What follows belongs to an exercise in optimizing a design on an open flow for a short achievable clock period and few clock cycles; a production flow would make more cautious choices. Only simulation tests tie the RTL to the original design; equivalence was not proved. Power and IR drop assume default switching activity.

==> flow/design.v <==
module rafb_top (
    input  wire        clk,
    input  wire        rst,
    input  wire        cmd_valid,
    output wire        cmd_ready,
    input  wire [31:0] cmd_data,
    output wire        rsp_valid,
    input  wire        rsp_ready,
    output wire [7:0]  rsp_data,
    output wire        frm_valid,
    input  wire        frm_ready,
    output wire [7:0]  frm_data,
    output wire        frm_first,
    output wire [7:0]  frm_pages,
    output wire [7:0]  frm_width,
    output wire [7:0]  pos_x,
    output wire [7:0]  pos_y,
    output wire        dir,
    output wire [3:0]  step,
    output wire        mode,
    output wire        ind_manual,
    output wire        ind_auto,
    output wire        pos_changed,
    output reg         mem_en,
    output reg         mem_we,
    output reg  [9:0]  mem_addr,
    output reg  [7:0]  mem_wdata,
    input  wire [7:0]  mem_rdata
);
    localparam [7:0] OP_SETPX   = 8'h01, OP_GETPX  = 8'h02, OP_FILL    = 8'h03,
                     OP_DRAWSQ  = 8'h04, OP_ERASESQ = 8'h05, OP_DRAWX  = 8'h06,
                     OP_DRAWCH  = 8'h07, OP_DRAWSTR = 8'h08, OP_PRESENT = 8'h09,
                     OP_MVUP    = 8'h10, OP_MVDOWN = 8'h11, OP_MVLEFT  = 8'h12,
                     OP_MVRIGHT = 8'h13, OP_SETMODE = 8'h14, OP_TICK   = 8'h15,
                     OP_RENDER  = 8'h16, OP_CMD    = 8'h20, OP_RDREG   = 8'h30;
    localparam [2:0] S_IDLE = 3'd0,    
                     S_DEC  = 3'd1,    
                     S_DRAW = 3'd2,    
                     S_LD   = 3'd3,    
                     S_FRM  = 3'd4,    
                     S_GET  = 3'd5,    
                     S_RSP  = 3'd6,    
                     S_STR  = 3'd7;    
    localparam [1:0] K_SQ = 2'd0, K_CH = 2'd1, K_CX = 2'd2, K_SP = 2'd3;
    function [24:0] glyph_code;
        input [5:0] c;
        begin
            case (c)
            6'd1: glyph_code = 25'h1e294be;
            6'd2: glyph_code = 25'h0aad6bf;
            6'd3: glyph_code = 25'h118c62e;
            6'd4: glyph_code = 25'h0e8c63f;
            6'd5: glyph_code = 25'h11ad6bf;
            6'd6: glyph_code = 25'h01294bf;
            6'd7: glyph_code = 25'h0dac62e;
            6'd8: glyph_code = 25'h1f2109f;
            6'd9: glyph_code = 25'h118fe31;
            6'd10: glyph_code = 25'h017c608;
            6'd11: glyph_code = 25'h008a89f;
            6'd12: glyph_code = 25'h108421f;
            6'd13: glyph_code = 25'h1f1105f;
            6'd14: glyph_code = 25'h1f4105f;
            6'd15: glyph_code = 25'h0e8c62e;
            6'd16: glyph_code = 25'h02294bf;
            6'd17: glyph_code = 25'h164d62e;
            6'd18: glyph_code = 25'h12694bf;
            6'd19: glyph_code = 25'h09ad6b2;
            6'd20: glyph_code = 25'h010fc21;
            6'd21: glyph_code = 25'h0f8420f;
            6'd22: glyph_code = 25'h0744107;
            6'd23: glyph_code = 25'h1f4111f;
            6'd24: glyph_code = 25'h1151151;
            6'd25: glyph_code = 25'h0117041;
            6'd26: glyph_code = 25'h119d731;
            6'd48: glyph_code = 25'h0e9d72e;
            6'd49: glyph_code = 25'h0087e40;
            6'd50: glyph_code = 25'h12ad6b9;
            6'd51: glyph_code = 25'h0aad6b1;
            6'd52: glyph_code = 25'h04f9087;
            6'd53: glyph_code = 25'h09ad6b7;
            6'd54: glyph_code = 25'h08ad6ae;
            6'd55: glyph_code = 25'h0119721;
            6'd56: glyph_code = 25'h0aad6aa;
            6'd57: glyph_code = 25'h0ead6a2;
            default: glyph_code = 25'h0;
            endcase
        end
    endfunction
    function [24:0] glyph_of;
        input [7:0] ch;
        begin
            if (ch[7:5] == 3'b010 || ch[7:5] == 3'b001)
                glyph_of = glyph_code(ch[5:0]);
            else
                glyph_of = 25'h0;
        end
    endfunction
    reg [2:0]  state;
    reg        rdy_r;
    reg [31:0] cmd_r;
    reg        rsp_v_r;
    reg [7:0]  rsp_r;
    reg [2:0]  get_bit;
    reg [7:0]  px_r, py_r, prevx_r, prevy_r;
    reg        dir_r, mode_r, nmode_r, pc_r;
    reg [3:0]  step_r;
    wire [7:0] op = cmd_r[31:24];
    wire [7:0] fa = cmd_r[23:16];
    wire [7:0] fb = cmd_r[15:8];
    wire [7:0] fc = cmd_r[7:0];
    assign cmd_ready   = rdy_r;
    assign rsp_valid   = rsp_v_r;
    assign rsp_data    = rsp_r;
    assign frm_pages   = 8'd8;
    assign frm_width   = 8'd128;
    assign pos_x       = px_r;
    assign pos_y       = py_r;
    assign dir         = dir_r;
    assign step        = step_r;
    assign mode        = mode_r;
    assign ind_manual  = nmode_r;
    assign ind_auto    = mode_r;
    assign pos_changed = pc_r;
    reg        g_act;
    reg        g_sq;           
    reg        g_v;            
    reg [8:0]  g_col;          
    reg        g_cok;          
    reg [7:0]  g_rem;          
    reg        g_lc;           
    reg [3:0]  g_pc;           
    reg [2:0]  g_p0, g_p1;     
    reg        g_pf, g_pl;     
    reg [7:0]  g_mf, g_ml;     
    reg        g_h;            
    reg        g_twoh;         
    reg [3:0]  g_pb;           
    reg [2:0]  g_ys;           
    reg [1:0]  g_kind;
    reg [24:0] g_gl;           
    reg [7:0]  g_clo, g_chi;   
    reg [15:0] g_sd, g_sm;     
    reg        pl_act;
    reg        pl_sq;
    reg        pl_v;
    reg [1:0]  pl_kind;
    reg [8:0]  pl_col;
    reg [7:0]  pl_rem;
    reg [3:0]  pl_pc;
    reg [2:0]  pl_p0, pl_p1;
    reg [7:0]  pl_mf, pl_ml;
    reg        pl_twoh;
    reg [2:0]  pl_ys;
    reg [24:0] pl_gl;
    reg [7:0]  pl_pat, pl_msk;
    reg [1:0]  q_n;
    reg [9:0]  q0_a, q1_a;
    reg [7:0]  q0_m, q1_m, q0_d, q1_d;
    reg        q0_ok, q1_ok;
    reg        lv;
    reg [9:0]  la;
    reg [7:0]  lm, ld;
    reg [7:0]  rq;
    reg        p1_fr, p1_first, p1_last, p1_get, p1_k, p1_kv, p1_miss;
    reg        p2_fr, p2_first, p2_last, p2_get, p2_k, p2_kv, p2_miss;
    reg        p3_fr, p3_first, p3_last, p3_get, p3_k, p3_kv, p3_miss;
    reg [9:0]  p1_ma, p2_ma, p3_ma;       
    reg [7:0]  p1_mm, p2_mm, p3_mm;
    reg [7:0]  p1_md, p2_md, p3_md;
    reg        fr_act, fr_all;
    reg [9:0]  fr_a;
    reg [2:0]  fr_out;         
    reg        fz;             
    reg [3:0]  fo_blk, fn_blk;
    reg [2:0]  fo_pg, fn_pg;
    reg        ov, of, ol;
    reg [7:0]  od;
    reg [7:0]  f_d [0:3];
    reg        f_f [0:3];
    reg        f_l [0:3];
    reg [1:0]  f_wp, f_rp;
    reg [2:0]  f_n;
    assign frm_valid = ov;
    assign frm_data  = od;
    assign frm_first = of;
    reg [31:0] w_q0, w_q1;     
    reg        w_wp, w_rp;
    reg [1:0]  w_n;
    reg [6:0]  w_left;         
    reg [7:0]  s_left;         
    reg [1:0]  s_bi;           
    reg [8:0]  s_cx, s_cy;
    reg        s_stop;
    reg [1:0]  c_n;            
    reg [24:0] c0_gl, c1_gl;
    reg [6:0]  c0_x, c1_x;
    reg [5:0]  c0_y, c1_y;
    wire [7:0]  g_opm = g_sq ? ((g_pf ? g_mf : 8'hFF) & (g_pl ? g_ml : 8'hFF))
                             : (g_h ? g_sm[15:8] : g_sm[7:0]);
    wire [7:0]  g_opd = g_sq ? {8{g_v}} : (g_h ? g_sd[15:8] : g_sd[7:0]);
    wire [9:0]  g_opa = {g_col[6:0], g_pc[2:0]};
    wire        g_ok  = g_sq || (g_cok && !g_pc[3] && g_opm != 8'd0);
    wire        g_last = g_lc && (g_sq ? g_pl : (!g_twoh || g_h));
    wire        g_step = g_act && (q_n != 2'd2);
    wire        g_free = !g_act || (g_step && g_last);
    wire        q_push = g_step;
    wire [24:0] g_gl_n  = g_gl >> 5;
    wire [7:0]  g_clo_n = g_clo << 1;
    wire [7:0]  g_chi_n = g_chi >> 1;
    wire [7:0]  g_pat_n = (g_kind == K_CH) ? {3'd0, g_gl_n[4:0]} : (g_clo_n | g_chi_n);
    wire [7:0]  g_msk_n = (g_kind == K_CH) ? 8'h1F : (g_clo_n | g_chi_n);
    wire [9:0]  g_col_n = g_col + 9'd1;
    wire       ret     = p3_miss;         
    wire [7:0] r_merge = (rq & ~p3_mm) | (p3_md & p3_mm);
    wire       l_full  = (lm == 8'hFF);
    wire       l_go    = lv && !ret;
    wire       l_wr    = l_go && l_full;
    wire       l_rd    = l_go && !l_full;
    wire       h_conf  = (l_rd && la == q0_a) ||
                         (p1_miss && p1_ma == q0_a) ||
                         (p2_miss && p2_ma == q0_a);
    wire       l_free  = !lv || l_go;
    wire       q_pop   = (q_n != 2'd0) && l_free && !h_conf;
    wire       drained = !g_act && (q_n == 2'd0) && !lv &&
                         !p1_miss && !p2_miss && !p3_miss;
    wire fr_issue = fr_act && !fr_all && (fr_out < 3'd5);
    wire fr_pop   = ov && frm_ready;
    wire fr_adv   = !ov || frm_ready;    
    wire [7:0] fr_byte = p3_k ? {8{p3_kv}} : rq;
    wire fr_new   = fz && (fr_a[9:6] == fn_blk) && (fr_a[2:0] == fn_pg);
    wire fr_old   = fz && (fr_a[9:6] == fo_blk) && (fr_a[2:0] == fo_pg);
    wire fr_k     = fr_new || fr_old;
    wire get_issue = (state == S_DEC) && (op == OP_GETPX) && (fa < 8'd128) && (fb < 8'd64);
    reg [7:0] reg_val;
    always @(*) begin
        case (fc)
            8'd0:  reg_val = px_r;
            8'd1:  reg_val = py_r;
            8'd2:  reg_val = prevx_r;
            8'd3:  reg_val = prevy_r;
            8'd4:  reg_val = {7'd0, dir_r};
            8'd5:  reg_val = {4'd0, step_r};
            8'd6:  reg_val = {7'd0, mode_r};
            8'd7:  reg_val = {5'd0, pc_r, mode_r, ~mode_r};
            8'd8:  reg_val = 8'h80;
            8'd9:  reg_val = 8'h40;
            8'd10: reg_val = 8'h08;
            default: reg_val = 8'h00;
        endcase
    end
    wire       up_ok    = !(py_r < 8'd16);
    wire       down_ok  = !(py_r > 8'd48);
    wire       left_ok  = !(px_r < 8'd16);
    wire       right_ok = !(px_r > 8'd104);
    reg  [7:0] nx, ny;
    reg        ndir, nmode;
    reg  [3:0] nstep;
    always @(*) begin
        nx = px_r; ny = py_r; ndir = dir_r; nmode = mode_r; nstep = step_r;
        case (op)
            OP_MVUP:    if (up_ok)    ny = py_r - 8'd8;
            OP_MVDOWN:  if (down_ok)  ny = py_r + 8'd8;
            OP_MVLEFT:  if (left_ok)  nx = px_r - 8'd8;
            OP_MVRIGHT: if (right_ok) nx = px_r + 8'd8;
            OP_SETMODE: nmode = fc[0];
            OP_TICK: if (mode_r) begin
                if (step_r < 4'd14) begin
                    if (!dir_r) begin
                        if (right_ok) nx = px_r + 8'd8;
                    end else begin
                        if (left_ok)  nx = px_r - 8'd8;
                    end
                    nstep = step_r + 4'd1;
                end else begin
                    ndir  = ~dir_r;
                    nstep = 4'd0;
                    if (down_ok) ny = py_r + 8'd8;
                end
            end
            OP_CMD: begin
                case (fc)
                8'd0: begin nmode = 1'b0; if (up_ok)    ny = py_r - 8'd8; end
                8'd1: begin nmode = 1'b0; if (left_ok)  nx = px_r - 8'd8; end
                8'd2: begin nmode = 1'b0; if (right_ok) nx = px_r + 8'd8; end
                8'd3: begin nmode = 1'b0; if (down_ok)  ny = py_r + 8'd8; end
                8'd4: nmode = 1'b1;
                default: ;
                endcase
            end
            default: ;
        endcase
    end
    wire        d_fill = (op == OP_FILL);
    wire        d_sq   = d_fill || (op == OP_DRAWSQ) || (op == OP_ERASESQ);
    wire [7:0]  d_x    = d_fill ? 8'd0 : fa;
    wire [7:0]  d_y    = d_fill ? 8'd0 : fb;
    wire [7:0]  d_s    = d_fill ? 8'd128 : fc;
    wire [8:0]  d_e    = {1'b0, d_y} + {1'b0, d_s} - 9'd1;
    wire [8:0]  d_xr   = 9'd127 - {1'b0, d_x};
    wire [1:0]  d_kind = (op == OP_DRAWCH) ? K_CH : (op == OP_DRAWX) ? K_CX : K_SP;
    wire [24:0] d_gl   = glyph_of(fc);
    wire [7:0]  d_pat  = (op == OP_DRAWCH) ? {3'd0, d_gl[4:0]} : (op == OP_DRAWX) ? 8'h81 : {7'd0, fc[0]};
    wire [7:0]  d_msk  = (op == OP_DRAWCH) ? 8'h1F : (op == OP_DRAWX) ? 8'h81 : 8'h01;
    wire [2:0]  d_p1   = (d_e >= 9'd64) ? 3'd7 : d_e[5:3];
    wire [31:0] w_head  = w_rp ? w_q1 : w_q0;
    wire [7:0]  s_ch    = w_head[s_bi*8 +: 8];
    wire        s_wrap  = (s_cx + 9'd5 > 9'd128);
    wire [8:0]  s_x     = s_wrap ? 9'd0 : s_cx;
    wire [8:0]  s_y     = s_wrap ? s_cy + 9'd5 : s_cy;
    wire        s_full  = (s_y + 9'd5 > 9'd64);
    wire        s_go    = (w_n != 2'd0) && (s_left != 8'd0) && (c_n != 2'd2);
    wire        s_pop   = s_go && (s_bi == 2'd3 || s_left == 8'd1);
    wire        c_push  = s_go && !s_stop && !s_full;
    wire [24:0] s_gl    = glyph_of(s_ch);
    wire [15:0] c0_sd   = {11'd0, c0_gl[4:0]} << c0_y[2:0];
    wire [15:0] c0_sm   = 16'h001F << c0_y[2:0];
    wire        a_take  = (c_n != 2'd0) && g_free && (state == S_STR);
    wire        w_take  = rdy_r && cmd_valid && (state == S_STR);
    integer q;
    always @(posedge clk) begin
        rq <= mem_rdata;
        pl_sq    <= d_sq;
        pl_v     <= (op != OP_ERASESQ) && (!d_fill || fc[0]);
        pl_kind  <= d_kind;
        pl_col   <= {1'b0, d_x};
        pl_rem   <= !d_sq ? ((op == OP_DRAWCH) ? 8'd4 : (op == OP_DRAWX) ? 8'd7 : 8'd0)
                  : ({1'b0, d_s} - 9'd1 < d_xr) ? d_s - 8'd1 : d_xr[7:0];
        pl_pc    <= {1'b0, d_y[5:3]};
        pl_p0    <= d_y[5:3];
        pl_p1    <= d_p1;
        pl_mf    <= 8'hFF << d_y[2:0];
        pl_ml    <= (d_e >= 9'd64) ? 8'hFF : (8'hFF >> (3'd7 - d_e[2:0]));
        pl_twoh  <= (op == OP_DRAWCH) ? (d_y[2:0] > 3'd3) : (op == OP_DRAWX) ? (d_y[2:0] != 3'd0) : 1'b0;
        pl_ys    <= d_y[2:0];
        pl_gl    <= d_gl;
        pl_pat   <= d_pat;
        pl_msk   <= d_msk;
        pl_act   <= (!d_sq || d_s != 8'd0) && (d_x < 8'd128) && (d_y < 8'd64);
        if (rst) begin
            state    <= S_IDLE;
            rdy_r    <= 1'b1;
            rsp_v_r  <= 1'b0;
            px_r     <= 8'd8;
            py_r     <= 8'd8;
            prevx_r  <= 8'd8;
            prevy_r  <= 8'd8;
            dir_r    <= 1'b0;
            step_r   <= 4'd0;
            mode_r   <= 1'b0;
            nmode_r  <= 1'b1;
            pc_r     <= 1'b0;
            g_act    <= 1'b0;
            q_n      <= 2'd0;
            lv       <= 1'b0;
            mem_en   <= 1'b0;
            mem_we   <= 1'b0;
            fr_act   <= 1'b0;
            fr_all   <= 1'b0;
            fr_out   <= 3'd0;
            fz       <= 1'b0;
            p1_fr    <= 1'b0;
            p1_get   <= 1'b0;
            p1_miss  <= 1'b0;
            p2_fr    <= 1'b0;
            p2_get   <= 1'b0;
            p2_miss  <= 1'b0;
            p3_fr    <= 1'b0;
            p3_get   <= 1'b0;
            p3_miss  <= 1'b0;
            ov       <= 1'b0;
            f_wp     <= 2'd0;
            f_rp     <= 2'd0;
            f_n      <= 3'd0;
            w_wp     <= 1'b0;
            w_rp     <= 1'b0;
            w_n      <= 2'd0;
            w_left   <= 7'd0;
            s_left   <= 8'd0;
            c_n      <= 2'd0;
        end else begin
            if (g_step) begin
                if (g_last) begin
                    g_act <= 1'b0;
                end else if (g_sq) begin
                    if (g_pl) begin
                        g_col <= g_col_n[8:0];
                        g_rem <= g_rem - 8'd1;
                        g_lc  <= (g_rem == 8'd1);
                        g_pc  <= {1'b0, g_p0};
                        g_pf  <= 1'b1;
                        g_pl  <= (g_p0 == g_p1);
                    end else begin
                        g_pc  <= g_pc + 4'd1;
                        g_pf  <= 1'b0;
                        g_pl  <= (g_pc[2:0] + 3'd1 == g_p1);
                    end
                end else begin
                    if (g_twoh && !g_h) begin
                        g_h  <= 1'b1;
                        g_pc <= g_pc + 4'd1;
                    end else begin
                        g_h   <= 1'b0;
                        g_pc  <= g_pb;
                        g_col <= g_col_n[8:0];
                        g_cok <= (g_col_n < 10'd128);
                        g_rem <= g_rem - 8'd1;
                        g_lc  <= (g_rem == 8'd1);
                        g_gl  <= g_gl_n;
                        g_clo <= g_clo_n;
                        g_chi <= g_chi_n;
                        g_sd  <= {8'd0, g_pat_n} << g_ys;
                        g_sm  <= {8'd0, g_msk_n} << g_ys;
                    end
                end
            end
            if (state == S_LD) begin
                g_sq    <= pl_sq;
                g_v     <= pl_v;
                g_kind  <= pl_kind;
                g_col   <= pl_col;
                g_cok   <= 1'b1;
                g_rem   <= pl_rem;
                g_lc    <= (pl_rem == 8'd0);
                g_pc    <= pl_pc;
                g_p0    <= pl_p0;
                g_p1    <= pl_p1;
                g_pf    <= 1'b1;
                g_pl    <= (pl_p0 == pl_p1);
                g_mf    <= pl_mf;
                g_ml    <= pl_ml;
                g_h     <= 1'b0;
                g_twoh  <= pl_twoh;
                g_pb    <= pl_pc;
                g_ys    <= pl_ys;
                g_gl    <= pl_gl;
                g_clo   <= 8'h01;
                g_chi   <= 8'h80;
                g_sd    <= {8'd0, pl_pat} << pl_ys;
                g_sm    <= {8'd0, pl_msk} << pl_ys;
                g_act   <= pl_act;
            end
            if (a_take) begin
                g_sq    <= 1'b0;
                g_kind  <= K_CH;
                g_col   <= {2'b0, c0_x};
                g_cok   <= 1'b1;
                g_rem   <= 8'd4;
                g_lc    <= 1'b0;
                g_pc    <= {1'b0, c0_y[5:3]};
                g_h     <= 1'b0;
                g_twoh  <= (c0_y[2:0] > 3'd3);
                g_pb    <= {1'b0, c0_y[5:3]};
                g_ys    <= c0_y[2:0];
                g_gl    <= c0_gl;
                g_sd    <= c0_sd;
                g_sm    <= c0_sm;
                g_act   <= 1'b1;
            end
            if (q_pop) begin
                if (q_n == 2'd2) begin
                    q0_a <= q1_a; q0_m <= q1_m; q0_d <= q1_d; q0_ok <= q1_ok;
                end
                if (q_push && q_n == 2'd1) begin
                    q0_a <= g_opa; q0_m <= g_opm; q0_d <= g_opd; q0_ok <= g_ok;
                end
                if (q_push && q_n == 2'd2) begin
                    q1_a <= g_opa; q1_m <= g_opm; q1_d <= g_opd; q1_ok <= g_ok;
                end
            end else if (q_push) begin
                if (q_n == 2'd0) begin
                    q0_a <= g_opa; q0_m <= g_opm; q0_d <= g_opd; q0_ok <= g_ok;
                end else begin
                    q1_a <= g_opa; q1_m <= g_opm; q1_d <= g_opd; q1_ok <= g_ok;
                end
            end
            q_n <= q_n + {1'b0, q_push} - {1'b0, q_pop};
            if (q_pop) begin
                lv   <= q0_ok;
                la   <= q0_a;
                lm   <= q0_m;
                ld   <= q0_d;
            end else if (l_free) begin
                lv   <= 1'b0;
            end
            p1_fr    <= 1'b0;
            p1_get   <= 1'b0;
            p1_miss  <= 1'b0;
            p1_k     <= fr_k;
            p1_kv    <= fr_new;
            p1_first <= (fr_a == 10'd0);
            p1_last  <= (fr_a == 10'd1023);
            p1_ma    <= la;
            p1_mm    <= lm;
            p1_md    <= ld;
            if (ret) begin
                mem_en    <= 1'b1;
                mem_we    <= 1'b1;
                mem_addr  <= p3_ma;
                mem_wdata <= r_merge;
            end else if (l_wr) begin
                mem_en    <= 1'b1;
                mem_we    <= 1'b1;
                mem_addr  <= la;
                mem_wdata <= ld;
            end else if (l_rd) begin
                mem_en    <= 1'b1;
                mem_we    <= 1'b0;
                mem_addr  <= la;
                p1_miss   <= 1'b1;
            end else if (fr_issue) begin
                mem_en    <= 1'b1;
                mem_we    <= fr_k;
                mem_addr  <= fr_a;
                mem_wdata <= {8{fr_new}};
                p1_fr     <= 1'b1;
            end else if (get_issue) begin
                mem_en    <= 1'b1;
                mem_we    <= 1'b0;
                mem_addr  <= {fa[6:0], fb[5:3]};
                p1_get    <= 1'b1;
            end else begin
                mem_en    <= 1'b0;
                mem_we    <= 1'b0;
            end
            p2_fr    <= p1_fr;
            p2_first <= p1_first;
            p2_last  <= p1_last;
            p2_get   <= p1_get;
            p2_k     <= p1_k;
            p2_kv    <= p1_kv;
            p2_miss  <= p1_miss;
            p2_ma    <= p1_ma;
            p2_mm    <= p1_mm;
            p2_md    <= p1_md;
            p3_fr    <= p2_fr;
            p3_first <= p2_first;
            p3_last  <= p2_last;
            p3_get   <= p2_get;
            p3_k     <= p2_k;
            p3_kv    <= p2_kv;
            p3_miss  <= p2_miss;
            p3_ma    <= p2_ma;
            p3_mm    <= p2_mm;
            p3_md    <= p2_md;
            if (fr_issue) begin
                fr_a <= fr_a + 10'd1;
                if (fr_a == 10'd1023) fr_all <= 1'b1;
            end
            fr_out <= (ov && frm_ready) ? fr_out + {2'd0, fr_issue} - 3'd1
                                        : fr_out + {2'd0, fr_issue};
            if (fr_adv) begin
                if (f_n != 3'd0) begin
                    ov <= 1'b1;
                    od <= f_d[f_rp];
                    of <= f_f[f_rp];
                    ol <= f_l[f_rp];
                end else if (p3_fr) begin
                    ov <= 1'b1;
                    od <= fr_byte;
                    of <= p3_first;
                    ol <= p3_last;
                end else begin
                    ov <= 1'b0;
                end
            end
            if (p3_fr) begin
                f_d[f_wp] <= fr_byte;
                f_f[f_wp] <= p3_first;
                f_l[f_wp] <= p3_last;
            end
            if (p3_fr && (!fr_adv || f_n != 3'd0))
                f_wp <= f_wp + 2'd1;
            if (fr_adv && f_n != 3'd0)
                f_rp <= f_rp + 2'd1;
            f_n <= fr_adv ? ((f_n != 3'd0) ? f_n - 3'd1 + {2'd0, p3_fr} : 3'd0)
                          : f_n + {2'd0, p3_fr};
            if (state == S_STR && rdy_r) begin
                if (w_wp) w_q1 <= cmd_data;
                else      w_q0 <= cmd_data;
            end
            if (w_take) w_wp <= !w_wp;
            if (s_pop)  w_rp <= !w_rp;
            w_n <= w_n + {1'b0, w_take} - {1'b0, s_pop};
            if (s_go) begin
                s_left <= s_left - 8'd1;
                s_bi   <= s_bi + 2'd1;
                if (s_pop) s_bi <= 2'd0;
                if (s_stop || s_full) begin
                    s_stop <= 1'b1;
                end else begin
                    s_cx <= s_x + 9'd5;
                    s_cy <= s_y;
                end
            end
            if (a_take) begin
                if (c_n == 2'd2) begin
                    c0_gl <= c1_gl; c0_x <= c1_x; c0_y <= c1_y;
                end
                if (c_push && c_n == 2'd1) begin
                    c0_gl <= s_gl; c0_x <= s_x[6:0]; c0_y <= s_y[5:0];
                end
                if (c_push && c_n == 2'd2) begin
                    c1_gl <= s_gl; c1_x <= s_x[6:0]; c1_y <= s_y[5:0];
                end
            end else if (c_push) begin
                if (c_n == 2'd0) begin
                    c0_gl <= s_gl; c0_x <= s_x[6:0]; c0_y <= s_y[5:0];
                end else begin
                    c1_gl <= s_gl; c1_x <= s_x[6:0]; c1_y <= s_y[5:0];
                end
            end
            c_n <= c_n + {1'b0, c_push} - {1'b0, a_take};
            case (state)
            S_IDLE: begin
                cmd_r <= cmd_data;
                if (cmd_valid) begin
                    rdy_r <= 1'b0;
                    state <= S_DEC;
                end
            end
            S_DEC: begin
                px_r    <= nx;
                py_r    <= ny;
                dir_r   <= ndir;
                step_r  <= nstep;
                mode_r  <= nmode;
                nmode_r <= ~nmode;
                pc_r    <= (nx != prevx_r) || (ny != prevy_r);
                state   <= S_IDLE;
                rdy_r   <= 1'b1;
                case (op)
                OP_SETPX, OP_FILL, OP_DRAWSQ, OP_ERASESQ, OP_DRAWX, OP_DRAWCH: begin
                    state <= S_LD; rdy_r <= 1'b0;
                end
                OP_GETPX: begin
                    get_bit <= fb[2:0];
                    rdy_r   <= 1'b0;
                    if (fa < 8'd128 && fb < 8'd64) begin
                        state <= S_GET;
                    end else begin
                        rsp_r   <= 8'd0;
                        rsp_v_r <= 1'b1;
                        state   <= S_RSP;
                    end
                end
                OP_DRAWSTR: if (fc != 8'd0) begin
                    w_left <= fc[7:2] + {5'd0, fc[1:0] != 2'd0};
                    s_left <= fc;
                    s_bi   <= 2'd0;
                    s_cx   <= {1'b0, fa};
                    s_cy   <= {1'b0, fb};
                    s_stop <= 1'b0;
                    state  <= S_STR;
                end
                OP_PRESENT: begin
                    fr_act <= 1'b1;
                    fr_all <= 1'b0;
                    fr_a   <= 10'd0;
                    fz     <= 1'b0;
                    state  <= S_FRM; rdy_r <= 1'b0;
                end
                OP_RENDER: if (pc_r) begin
                    fr_act   <= 1'b1;
                    fr_all   <= 1'b0;
                    fr_a     <= 10'd0;
                    fz       <= 1'b1;
                    fo_blk   <= prevx_r[6:3];
                    fo_pg    <= prevy_r[5:3];
                    fn_blk   <= px_r[6:3];
                    fn_pg    <= py_r[5:3];
                    prevx_r  <= px_r;
                    prevy_r  <= py_r;
                    pc_r     <= 1'b0;
                    state    <= S_FRM; rdy_r <= 1'b0;
                end
                OP_RDREG: begin
                    rsp_r   <= reg_val;
                    rsp_v_r <= 1'b1;
                    state   <= S_RSP; rdy_r <= 1'b0;
                end
                default: ;
                endcase
            end
            S_LD: state <= S_DRAW;
            S_DRAW: if (drained) begin
                rdy_r <= 1'b1;
                state <= S_IDLE;
            end
            S_FRM: if (fr_pop && ol) begin
                fr_act <= 1'b0;
                rdy_r  <= 1'b1;
                state  <= S_IDLE;
            end
            S_GET: if (p3_get) begin
                rsp_r   <= {7'd0, rq[get_bit]};
                rsp_v_r <= 1'b1;
                state   <= S_RSP;
            end
            S_RSP: if (rsp_ready) begin
                rsp_v_r <= 1'b0;
                rdy_r   <= 1'b1;
                state   <= S_IDLE;
            end
            S_STR: begin
                if (w_take) w_left <= w_left - 7'd1;
                rdy_r <= w_take ? (w_left != 7'd1) && (w_n == 2'd0)
                                : (w_left != 7'd0) && (w_n != 2'd2);
                if (s_left == 8'd0 && c_n == 2'd0 && drained) begin
                    rdy_r <= 1'b1;
                    state <= S_IDLE;
                end
            end
            default: state <= S_IDLE;
            endcase
        end
    end
endmodule
==> flow/flow/run.sh <==
#!/bin/bash
set -euo pipefail
export SETUP_SLACK_MARGIN=6.3
bash standard.sh > standard.log 2>&1
==> flow/standard.sh <==
#!/bin/bash
# synth_recipe.tcl (not shown) runs the flow's synth.tcl, then flattens the netlist and writes it again
# the make line also repeats each setting of config.mk as NAME=value (left out here)
make -C /OpenROAD-flow-scripts/flow DESIGN_CONFIG=/design/flow/config.mk WORK_HOME=/design/flow/orfs CLKGATE_MAP_FILE= SYNTH_SCRIPT=/design/flow/synth_recipe.tcl "${@:-finish}"
==> flow/config.mk <==
export PLATFORM = sky130hd
export DESIGN_NAME = rafb_top
export DESIGN_NICKNAME = rafb_top
export VERILOG_FILES = /design/flow/design.v
export SDC_FILE = /design/flow/constraint.sdc
export NUM_CORES = 4
export LEC_CHECK = 0
export CAP_MARGIN = 20
export CORE_MARGIN = 2
export CORE_UTILIZATION = 40
export SLEW_MARGIN = 20
export TNS_END_PERCENT = 20
==> flow/constraint.sdc <==
create_clock -name core_clock -period 9.0 [get_ports {clk}]
set_input_delay 1.8000 -clock core_clock [delete_from_list [all_inputs] [get_ports {clk}]]
set_output_delay 1.8000 -clock core_clock [all_outputs]
set_load 0.01 [all_outputs]
==> results.txt, run 1 <==
status finished clean; H-tree depth 3; NetSw 0.002338 W; #FFs+latches synth around 770; GR Util All Layers 22.41%; design area approximately 0.046 mm^2; Synth async-reset ratio 0%; Final GP Congestion 0.9011; YS warnings 1; share of power burned in registers 46.5%; # port buffers 103; Routed WL 108600 um; Setup crit end kind flop; cell family with most CP delay simple AND/OR/NAND/NOR gates; worst skew pair latency around 0.65 ns; P&R area growth vs syn 24.10%; Crit Path Max Fanout 7; nets 3768; largest cells by area after synthesis edfxtp_1 47%, dfxtp_1 10%, nand2_1 4.1%; period utilisation layout a little under two fifths; Root Buffer clkbuf_16; Max Clk Rate 0.2915 GHz; Fill cells 8015; Leak around 17 nW; ordered list of cells on the worst path nor4bb_4, nand2_2, buf_12, nand2_4, ha_4, inv_2, ha_4, inv_2, fa_2, nor2b_4, o21ai_2, nand2b_1, a211o_1, nand2_1, o22ai_2, a21oi_4, nor2_4, o21ai_1; worst slew pin tran 0.9933 ns; DRC errors left 0; vias post-DR around 28000; Die Y between 300 and 400 um; post-synthesis cell area 0.03693 mm^2; CP Data Arrival Time between 3 and 4 ns; max_slew headroom 33.78%; antenna violations before repair 2; post-synthesis cell type count 95; Most used DFF post-synth edfxtp_1; CP Launch Type flop; maximum vdd drop 0.1573 mV; top-count cell post-synth edfxtp_1; Die Footprint 0.09477 mm^2; Synth top area share 46.92%; first-pass GRT wire length 163700 um; Via density 5.701; TritonCTS buffer count just over 80; Post-synth EDFFs 577; Clock Skews 0.03616 ns; total of max-cap violations 0; post-route setup TNS 0 ns; share of layout cells above drive strength 1 20.17%; clk buf depth 3; switch share 25.48%; critical path class flop to flop; Buf/Inv on CP 3; unrepaired setup endpoints after global routing true; post-synthesis sequential area ratio 57.21%; setup violators final 0; Core Box Area 0.09152 mm^2; Comb pwr share 15.2%; # clock sinks 767; router iterations before antenna repair 6; Final Util 50.08%; Clk pwr share 38.4%; Req. time, crit path 9.52 ns; CTS tree yes; num ports 126; largest stage delay on the critical path 0.48 ns; Die X ~310 um; Initial Util around two fifths; pin count of the biggest net entering global routing roughly 80; initial drt markers 3315; DP Area ~0.039 mm^2; Routed WL per cell 22.16 um; max-slew violation count 0; pwr/cell area 200.2 mW/mm^2; Final Hold Fails 0; worst min path class flop to flop; Clk pin slew, worst setup/hold paths 0.06 ns; Pint 0.006838 W; GRT overflow 0; syn avg cell area 10.91 um^2; slowest CP cell edfxtp_1; most frequent cells after synthesis 577 x edfxtp_1, 408 x nand2_1, 300 x nor2_1; Cells after Synth 3386; vias in the first global route 26707; DRT antenna net count 0; final worst path period need about 3.4 ns; Post-DP HPWL 69690 um; Synth area leader edfxtp_1; std cell rows around 110
-- state kept, by name, summed over array words and instances (netlist names), 9 cells and up, named ones only --
signal	count
g_sm	12
la	10
c1_gl	25
pl_gl	20
g_gl	20
q0_a	10
g_col	9
p3_ma	10
cmd_r	32
p2_ma	10
q1_a	10
w_q0	32
s_cy	9
f_d	32
g_sd	15
fr_a	10
p1_ma	10
s_cx	9
c0_gl	25
mem_addr	10
w_q1	32
-- layout by cell type (no fill, tap or decap), types with 30 or more instances in the layout --
cell	synthesis	routed
nor2_1	300	277
nand3_1	65	60
inv_1	92	78
clkbuf_16	0	94
mux2i_1	64	54
nor3_1	65	51
a21oi_1	252	230
mux2_2	52	48
a211oi_1	41	35
mux4_2	30	30
xor2_1	56	56
clkdlybuf4s50_1	0	93
and2_1	55	53
buf_6	0	36
a31oi_1	55	51
ha_1	80	60
edfxtp_1	577	577
buf_4	28	190
nand2_1	408	384
dfxtp_1	190	170
xnor2_1	83	80
o21ai_0	178	154
-- final timing paths --
check,startpoint,to,slack [ns],depth (start not counted)
hold reg to reg,pl_ml[6],g_ml[6],0.41,0
setup / recovery,cmd_r[26],pl_ml[5],5.57,18
setup reg to reg,cmd_r[26],pl_ml[5],5.57,18
hold / removal,pl_ml[6],g_ml[6],0.41,0
-- layout make-up --
class | instances | area [um^2] | area share (%)
Antenna cell | 7 | 17.52 | 0.03822
Clock buffer | 107 | 2271 | 4.955
Clock inverter | 44 | 563.0 | 1.228
Inverter | 96 | 412.9 | 0.9009
Multi-Input combinational cell | 2313 | 15820 | 34.52
Sequential cell | 767 | 21190 | 46.23
Tap cell | 1186 | 1484 | 3.238
Timing Repair Buffer | 382 | 4075 | 8.891
-- worst register-to-register path, delay by kind of cell (launching register included) --
family          cells  cell delay (ns)
simple gates        7             1.25
fa+ha+maj           3             0.73
compound gates      5             0.57
buf+inv             3             0.30
flops               1             0.48
-- stage by stage --
stage	std cells	worst slack (ns)	power, W	hold slack, ns
floorplan	3406	4.882	0.005033	0.3855
global placement	4517	3.483	0.005413	0.3884
detailed placement	4519	3.514	0.005432	0.3887
CTS	4856	5.575	0.009150	0.4046
global route	4895	5.475	0.009507	0.4052
finish	4902	5.569	0.009176	0.4054
-- routing by layer --
metal | vias up | part of all wire (%) | GRT usage, %
li1 | 12912 | - | -
met2 | 1236 | 46 | 35.71
met3 | 228 | 7.4 | 3.924
met5 | - | 0 | 0
met4 | 0 | 3.4 | 6.954
met1 | 13572 | 43 | 31.16
-- kinds of logic (layout without fill, tap and decap cells) --
group                    Yosys count  after routing  share of synthesized area (%)
AND/OR/NAND/NOR                 1121           1122                          14.11
XOR/XNOR                         139            139                          3.296
buffers and inverters            329            629                          3.669
other                              2             29                        0.02033
flip-flops                       767            767                          57.21
multiplexers                     160            162                          5.583
AO/OA/AOI/OAI                    786            786                          13.29
adder cells (fa/ha/maj)           82             82                          2.819
-- power groups by stage --
stage                     clock (W)  combinational (W)  sequential (W)
after floorplan                   0           0.000770         0.00426
after global placement            0            0.00106         0.00435
after detailed placement          0            0.00108         0.00436
after CTS                   0.00358            0.00131         0.00427
after global routing        0.00371            0.00151         0.00429
final                       0.00352            0.00139         0.00426
-- repair_timing --
item,CTS,global route
gates cloned,22,9
gates resized for setup,366,47
hold buffers,0,0
setup endpoints to repair,833,701
pin swaps,84,36
buffers inserted,164,30
Testbench counts, summed over its fixed seeds: cycles 282,960.
==> inputs of run 2 (changes only) <==
--- a/flow/design.v
+++ b/flow/design.v
@@ -34,12 +34,13 @@
                      OP_MVRIGHT = 8'h13, OP_SETMODE = 8'h14, OP_TICK   = 8'h15,
                      OP_RENDER  = 8'h16, OP_CMD    = 8'h20, OP_RDREG   = 8'h30;
-    localparam [2:0] S_IDLE = 3'd0,    
-                     S_DEC  = 3'd1,    
-                     S_DRAW = 3'd2,    
-                     S_LD   = 3'd3,    
-                     S_FRM  = 3'd4,    
-                     S_GET  = 3'd5,    
-                     S_RSP  = 3'd6,    
-                     S_STR  = 3'd7;    
+    localparam [3:0] S_IDLE = 4'd0,    
+                     S_DEC  = 4'd1,    
+                     S_DRAW = 4'd2,    
+                     S_LD   = 4'd3,    
+                     S_FRM  = 4'd4,    
+                     S_GET  = 4'd5,    
+                     S_RSP  = 4'd6,    
+                     S_STR  = 4'd7,    
+                     S_LD1  = 4'd8;    
     localparam [1:0] K_SQ = 2'd0, K_CH = 2'd1, K_CX = 2'd2, K_SP = 2'd3;
     function [24:0] glyph_code;
@@ -96,5 +97,5 @@
         end
     endfunction
-    reg [2:0]  state;
+    reg [3:0]  state;
     reg        rdy_r;
     reg [31:0] cmd_r;
@@ -141,17 +142,15 @@
     reg [7:0]  g_clo, g_chi;   
     reg [15:0] g_sd, g_sm;     
-    reg        pl_act;
-    reg        pl_sq;
+    reg        pl_sq, pl_ch, pl_cx;
     reg        pl_v;
     reg [1:0]  pl_kind;
-    reg [8:0]  pl_col;
-    reg [7:0]  pl_rem;
-    reg [3:0]  pl_pc;
-    reg [2:0]  pl_p0, pl_p1;
-    reg [7:0]  pl_mf, pl_ml;
-    reg        pl_twoh;
-    reg [2:0]  pl_ys;
+    reg [7:0]  pl_x, pl_y, pl_s;
     reg [24:0] pl_gl;
     reg [7:0]  pl_pat, pl_msk;
+    reg        pm_act;
+    reg [7:0]  pm_rem;
+    reg [2:0]  pm_p1;
+    reg [7:0]  pm_mf, pm_ml;
+    reg        pm_twoh;
     reg [1:0]  q_n;
     reg [9:0]  q0_a, q1_a;
@@ -190,6 +189,7 @@
     reg [7:0]  s_left;         
     reg [1:0]  s_bi;           
-    reg [8:0]  s_cx, s_cy;
-    reg        s_stop;
+    reg [7:0]  s_x;            
+    reg [8:0]  s_y;
+    reg        s_full;         
     reg [1:0]  c_n;            
     reg [24:0] c0_gl, c1_gl;
@@ -296,20 +296,19 @@
     wire [7:0]  d_y    = d_fill ? 8'd0 : fb;
     wire [7:0]  d_s    = d_fill ? 8'd128 : fc;
-    wire [8:0]  d_e    = {1'b0, d_y} + {1'b0, d_s} - 9'd1;
-    wire [8:0]  d_xr   = 9'd127 - {1'b0, d_x};
+    wire [8:0]  p_e    = {1'b0, pl_y} + {1'b0, pl_s} - 9'd1;
+    wire [8:0]  p_xr   = 9'd127 - {1'b0, pl_x};
     wire [1:0]  d_kind = (op == OP_DRAWCH) ? K_CH : (op == OP_DRAWX) ? K_CX : K_SP;
     wire [24:0] d_gl   = glyph_of(fc);
     wire [7:0]  d_pat  = (op == OP_DRAWCH) ? {3'd0, d_gl[4:0]} : (op == OP_DRAWX) ? 8'h81 : {7'd0, fc[0]};
     wire [7:0]  d_msk  = (op == OP_DRAWCH) ? 8'h1F : (op == OP_DRAWX) ? 8'h81 : 8'h01;
-    wire [2:0]  d_p1   = (d_e >= 9'd64) ? 3'd7 : d_e[5:3];
     wire [31:0] w_head  = w_rp ? w_q1 : w_q0;
     wire [7:0]  s_ch    = w_head[s_bi*8 +: 8];
-    wire        s_wrap  = (s_cx + 9'd5 > 9'd128);
-    wire [8:0]  s_x     = s_wrap ? 9'd0 : s_cx;
-    wire [8:0]  s_y     = s_wrap ? s_cy + 9'd5 : s_cy;
-    wire        s_full  = (s_y + 9'd5 > 9'd64);
+    wire        s_wrapn = ({1'b0, s_x} + 9'd10 > 9'd128);
+    wire [8:0]  s_yn    = s_wrapn ? s_y + 9'd5 : s_y;
+    wire        s_wrap0 = ({1'b0, fa} + 9'd5 > 9'd128);
+    wire [8:0]  s_y0    = s_wrap0 ? {1'b0, fb} + 9'd5 : {1'b0, fb};
     wire        s_go    = (w_n != 2'd0) && (s_left != 8'd0) && (c_n != 2'd2);
     wire        s_pop   = s_go && (s_bi == 2'd3 || s_left == 8'd1);
-    wire        c_push  = s_go && !s_stop && !s_full;
+    wire        c_push  = s_go && !s_full;
     wire [24:0] s_gl    = glyph_of(s_ch);
     wire [15:0] c0_sd   = {11'd0, c0_gl[4:0]} << c0_y[2:0];
@@ -321,20 +320,21 @@
         rq <= mem_rdata;
         pl_sq    <= d_sq;
+        pl_ch    <= (op == OP_DRAWCH);
+        pl_cx    <= (op == OP_DRAWX);
         pl_v     <= (op != OP_ERASESQ) && (!d_fill || fc[0]);
         pl_kind  <= d_kind;
-        pl_col   <= {1'b0, d_x};
-        pl_rem   <= !d_sq ? ((op == OP_DRAWCH) ? 8'd4 : (op == OP_DRAWX) ? 8'd7 : 8'd0)
-                  : ({1'b0, d_s} - 9'd1 < d_xr) ? d_s - 8'd1 : d_xr[7:0];
-        pl_pc    <= {1'b0, d_y[5:3]};
-        pl_p0    <= d_y[5:3];
-        pl_p1    <= d_p1;
-        pl_mf    <= 8'hFF << d_y[2:0];
-        pl_ml    <= (d_e >= 9'd64) ? 8'hFF : (8'hFF >> (3'd7 - d_e[2:0]));
-        pl_twoh  <= (op == OP_DRAWCH) ? (d_y[2:0] > 3'd3) : (op == OP_DRAWX) ? (d_y[2:0] != 3'd0) : 1'b0;
-        pl_ys    <= d_y[2:0];
+        pl_x     <= d_x;
+        pl_y     <= d_y;
+        pl_s     <= d_s;
         pl_gl    <= d_gl;
         pl_pat   <= d_pat;
         pl_msk   <= d_msk;
-        pl_act   <= (!d_sq || d_s != 8'd0) && (d_x < 8'd128) && (d_y < 8'd64);
+        pm_rem   <= !pl_sq ? (pl_ch ? 8'd4 : pl_cx ? 8'd7 : 8'd0)
+                  : ({1'b0, pl_s} - 9'd1 < p_xr) ? pl_s - 8'd1 : p_xr[7:0];
+        pm_p1    <= (p_e >= 9'd64) ? 3'd7 : p_e[5:3];
+        pm_mf    <= 8'hFF << pl_y[2:0];
+        pm_ml    <= (p_e >= 9'd64) ? 8'hFF : (8'hFF >> (3'd7 - p_e[2:0]));
+        pm_twoh  <= pl_ch ? (pl_y[2:0] > 3'd3) : pl_cx ? (pl_y[2:0] != 3'd0) : 1'b0;
+        pm_act   <= (!pl_sq || pl_s != 8'd0) && (pl_x < 8'd128) && (pl_y < 8'd64);
         if (rst) begin
             state    <= S_IDLE;
@@ -418,25 +418,25 @@
                 g_v     <= pl_v;
                 g_kind  <= pl_kind;
-                g_col   <= pl_col;
+                g_col   <= {1'b0, pl_x};
                 g_cok   <= 1'b1;
-                g_rem   <= pl_rem;
-                g_lc    <= (pl_rem == 8'd0);
-                g_pc    <= pl_pc;
-                g_p0    <= pl_p0;
-                g_p1    <= pl_p1;
+                g_rem   <= pm_rem;
+                g_lc    <= (pm_rem == 8'd0);
+                g_pc    <= {1'b0, pl_y[5:3]};
+                g_p0    <= pl_y[5:3];
+                g_p1    <= pm_p1;
                 g_pf    <= 1'b1;
-                g_pl    <= (pl_p0 == pl_p1);
-                g_mf    <= pl_mf;
-                g_ml    <= pl_ml;
+                g_pl    <= (pl_y[5:3] == pm_p1);
+                g_mf    <= pm_mf;
+                g_ml    <= pm_ml;
                 g_h     <= 1'b0;
-                g_twoh  <= pl_twoh;
-                g_pb    <= pl_pc;
-                g_ys    <= pl_ys;
+                g_twoh  <= pm_twoh;
+                g_pb    <= {1'b0, pl_y[5:3]};
+                g_ys    <= pl_y[2:0];
                 g_gl    <= pl_gl;
                 g_clo   <= 8'h01;
                 g_chi   <= 8'h80;
-                g_sd    <= {8'd0, pl_pat} << pl_ys;
-                g_sm    <= {8'd0, pl_msk} << pl_ys;
-                g_act   <= pl_act;
+                g_sd    <= {8'd0, pl_pat} << pl_y[2:0];
+                g_sm    <= {8'd0, pl_msk} << pl_y[2:0];
+                g_act   <= pm_act;
             end
             if (a_take) begin
@@ -586,9 +586,8 @@
                 s_bi   <= s_bi + 2'd1;
                 if (s_pop) s_bi <= 2'd0;
-                if (s_stop || s_full) begin
-                    s_stop <= 1'b1;
-                end else begin
-                    s_cx <= s_x + 9'd5;
-                    s_cy <= s_y;
+                if (!s_full) begin
+                    s_x    <= s_wrapn ? 8'd0 : s_x + 8'd5;
+                    s_y    <= s_yn;
+                    s_full <= (s_yn + 9'd5 > 9'd64);
                 end
             end
@@ -631,5 +630,5 @@
                 case (op)
                 OP_SETPX, OP_FILL, OP_DRAWSQ, OP_ERASESQ, OP_DRAWX, OP_DRAWCH: begin
-                    state <= S_LD; rdy_r <= 1'b0;
+                    state <= S_LD1; rdy_r <= 1'b0;
                 end
                 OP_GETPX: begin
@@ -648,7 +647,7 @@
                     s_left <= fc;
                     s_bi   <= 2'd0;
-                    s_cx   <= {1'b0, fa};
-                    s_cy   <= {1'b0, fb};
-                    s_stop <= 1'b0;
+                    s_x    <= s_wrap0 ? 8'd0 : fa;
+                    s_y    <= s_y0;
+                    s_full <= (s_y0 + 9'd5 > 9'd64);
                     state  <= S_STR;
                 end
@@ -682,4 +681,5 @@
                 endcase
             end
+            S_LD1: state <= S_LD;
             S_LD: state <= S_DRAW;
             S_DRAW: if (drained) begin
==> flow/flow/run.sh (replaced) <==
#!/bin/bash
set -euo pipefail
export SETUP_SLACK_MARGIN=6.4
export BUFFER_PORTS_ARGS="-buffer_cell sky130_fd_sc_hd__buf_4"
bash standard.sh > standard.log 2>&1
==> results.txt, run 2 <==
critical path class input port to flop; max-slew violation count 0 (unchanged); DRC errors left 0 (unchanged); worst skew pair latency 0.67 ns (+0.02 ns); max_slew headroom 43.90% (+10 points); pwr/cell area 248.4 mW/mm^2 (+24%); Clk pwr share 29.7% (-8.7 points); TritonCTS buffer count 81 (unchanged); H-tree depth 3 (unchanged); GR Util All Layers 22.25% (-0.16 points); Root Buffer clkbuf_16; vias post-DR 28759 (+2.9%); syn avg cell area 11.33 um^2 (+3.9%); worst slew pin tran 0.8339 ns (-0.1594 ns); vias in the first global route 26894 (+0.70%); most frequent cells in the layout 576 x edfxtp_1, 356 x buf_4, 244 x nand2_1, 240 x nor2_1, 182 x a21oi_1; Setup crit end kind flop; Crit Path Max Fanout 6 (-1); router iterations before antenna repair 6 (unchanged); ordered list of cells on the worst path buf_16, nor4b_4, buf_6, buf_12, mux2i_4, inv_4, ha_4, buf_12, a21oi_2, nand2_1, a311o_1, o31ai_2; DP Cell Count 4524 (+0.11%); non-filler instance count after layout 5018 (+2.4%); Die Footprint 0.09667 mm^2 (+2.0%); post-synthesis cell type count 114 (+20%); #FFs+latches synth 779 (+1.6%); setup slack, reg-to-reg 5.87 ns (+0.30 ns); period utilisation layout 36.96% (-1.2 points); NetSw 0.003820 W (+63%); Fill cells 8047 (+0.40%); share of power burned in registers 39.8% (-6.7 points); # clock sinks 779 (+1.6%); maximum vdd drop 0.1825 mV (+16%); Most used DFF post-synth edfxtp_1; post-synthesis cell area 0.03768 mm^2 (+2.0%); Final GP Congestion 0.9078 (+0.74%); largest stage delay on the critical path 0.38 ns (-0.10 ns); Synth async-reset ratio 0% (unchanged); Via density 5.731 (+0.52%); # port buffers 103 (unchanged); DRT antenna net count 0 (unchanged); Cells after Synth 3326 (-1.8%); CP Launch Type input port; worst min path class flop to flop; Initial Util 40.37% (about the same); Die Y 310.9 um (+0.99%); final worst path period need 3.327 ns (-0.1045 ns); largest cells by area after synthesis edfxtp_1 46%, dfxtp_1 11%, a21oi_1 2.9%; R2R cell count 11 (-7); antenna violations before repair 6 (+4); Post-synth EDFFs 576 (-0.17%); Final Hold Fails 0 (unchanged); CTS tree yes; most frequent cells after synthesis 576 x edfxtp_1, 273 x nor2_1, 267 x nand2_1; post-route setup TNS 0 ns (unchanged); Post-DP HPWL 69560 um (-0.19%); CP Data Arrival Time 3.90 ns (-0.05 ns); Post-CTS Hold Buffers 0 (unchanged); GRT overflow 0 (unchanged); hold path depth 0 (unchanged); unrepaired setup endpoints after global routing true; std cell rows 112 (+0.90%); total of max-cap violations 0 (unchanged); Synth top area share 45.91% (-1.0 points); Leak 17.27 nW (+4.5%); Routed WL per cell 22.37 um (+0.96%); slowest CP cell a311o_1; Synth area leader edfxtp_1; switch share 32.21% (+6.7 points); Max Clk Rate 0.3006 GHz (+3.1%); Comb pwr share 30.5% (+15 points); Pint 0.008038 W (+18%); Routed WL 112300 um (+3.3%); Core Box Area 0.09333 mm^2 (+2.0%); nets 3823 (+1.5%); critical path's most frequent cell buf_12; P&R area growth vs syn 26.70%; YS warnings 1 (unchanged); clk buf depth 3 (unchanged); Clock Skews 0.03178 ns (-0.004380 ns); Clk pin slew, worst setup/hold paths 0.06 ns (about the same); pin count of the biggest net entering global routing 132 (+67%); post-synthesis sequential area ratio 56.69% (-0.52 points); most common cell after layout, fill and taps aside edfxtp_1; share of layout cells above drive strength 1 27.99% (+7.8 points); num ports 126 (unchanged); setup violators final 0 (unchanged); Req. time, crit path 9.57 ns (+0.05 ns); initial drt markers 3602 (+8.7%); status finished clean; top-count cell post-synth edfxtp_1; first-pass GRT wire length 167000 um (+2.0%); Die X 310.9 um (+0.99%)
run 2: cell count changes after synthesis, moves of 14 or more:
cell / change
nand3_1: +16
inv_1: +15
mux2_2: +25
nor2_1: -27
clkbuf_1: -14
a21oi_1: -34
buf_1: -19
buf_2: +17
mux2i_1: +14
nand2_1: -141
run 2: cell families after synthesis:
logic type      after synthesis  synth area share [%]
flops                       779                 56.69
simple gates                997                 13.01
buf+inv                     336                 3.835
other cells                   2               0.01993
fa+ha+maj                    86                 2.889
compound gates              795                 13.73
xor+xnor                    137                 3.185
mux                         194                 6.645
run 2: timing repair:
item                                    in CTS  in global routing
cloned                                      25                  8
endpoints found under the setup margin     760                652
gates resized for setup                    326                190
setup buffers                              171                136
pin swaps                                   61                 78
run 2: routing by layer:
metal  share of wire, %  global-route usage [%]  up-vias
li1                   -                       -    13151
met1                 42                   31.17    13921
met2                 46                   34.86     1381
met3                8.4                   4.326      302
met4                3.6                   6.961        4
met5              0.024                       0        -
run 2: final cells by class:
cell class	instances	area [um^2]	share of cell area (%)
repair buffers	477	4727	9.902
well taps	1254	1569	3.287
clock buffers	114	2356	4.935
multi-input cells	2241	16650	34.87
clock inverters	38	491.7	1.030
inverters	113	494.2	1.035
diodes	2	5.005	0.01048
flip-flops and latches	779	21450	44.93
run 2: path summary, 6_finish.rpt:
| path | from | to |
|---|---|---|
| hold reg to reg | pm_ml[1] | g_ml[1] |
| setup / recovery | rst | flop |
| hold / removal | pm_ml[1] | g_ml[1] |
| setup reg to reg | w_rp | c0_gl[16] |
run 2: critical path, delay by kind of cell:
kind                       cells  cell delay [ns]
and+or+nand+nor                2             0.27
muxes                          1             0.36
adders and majority gates      1             0.21
AOI/OAI and AO/OA              3             0.58
buffers and inverters          5             0.66
run 2: power groups by stage:
| stage | combinational (W) | sequential, W | clock (W) |
|---|---|---|---|
| final | 0.00361 | 0.00472 | 0.00352 |
| after global routing | 0.00386 | 0.00476 | 0.00372 |
| after detailed placement | 0.00242 | 0.00485 | 0 |
| after global placement | 0.00243 | 0.00485 | 0 |
| after floorplan | 0.00187 | 0.00458 | 0 |
| after CTS | 0.00305 | 0.00475 | 0.00359 |
run 2: stage by stage:
stage	area, um^2	total power (W)	utilization (%)	hold slack [ns]	setup WS (ns)
after floorplan	38060	0.006450	-	0.3855	5.161
after global placement	39640	0.007273	42.48	0.3863	3.951
after detailed placement	39640	0.007273	42.48	0.3897	4.017
after CTS	45760	0.01138	49.03	0.4043	5.703
after global routing	47730	0.01234	51.14	0.4088	5.629
final	47740	0.01186	51.15	0.4037	5.673
Testbench counts of run 2, summed over its fixed seeds: cycles 283,261.

port drivers added, routing unchanged:
How much do the figures lean on ideal ports? The routed layouts below were timed once more, with nothing changed but the port constraints. Step 1: set_driving_cell puts a clkbuf_16 on clk and a buf_2 on each other input, an assumption about the parent block. Step 2 also shifts input and output timing later by t, the mid clock arrival at the registers, as if the neighbouring blocks saw the same clock. a / b / c = ideal ports / drivers / drivers and shift; a / b = the first two.
| run | t, ns | slack for setup (ns) | hold WS [ns] | worst register clock-pin slew, ns | cell pins on the clock port's net |
|---|---|---|---|---|---|
| run 1 | 0.698 | 5.569 / 5.542 / 4.936 | 0.405 / 0.405 / 0.405 | 0.07 / 0.07 | 1 |
| run 2 | 0.709 | 5.673 / 5.672 / 4.963 | 0.404 / 0.404 / 0.404 | 0.07 / 0.07 | 1 |
After both steps every run listed still meets setup and hold. For run 2, which loses most, drivers alone change the setup slack by -0.001 ns; drivers and shift together by -0.710 ns.
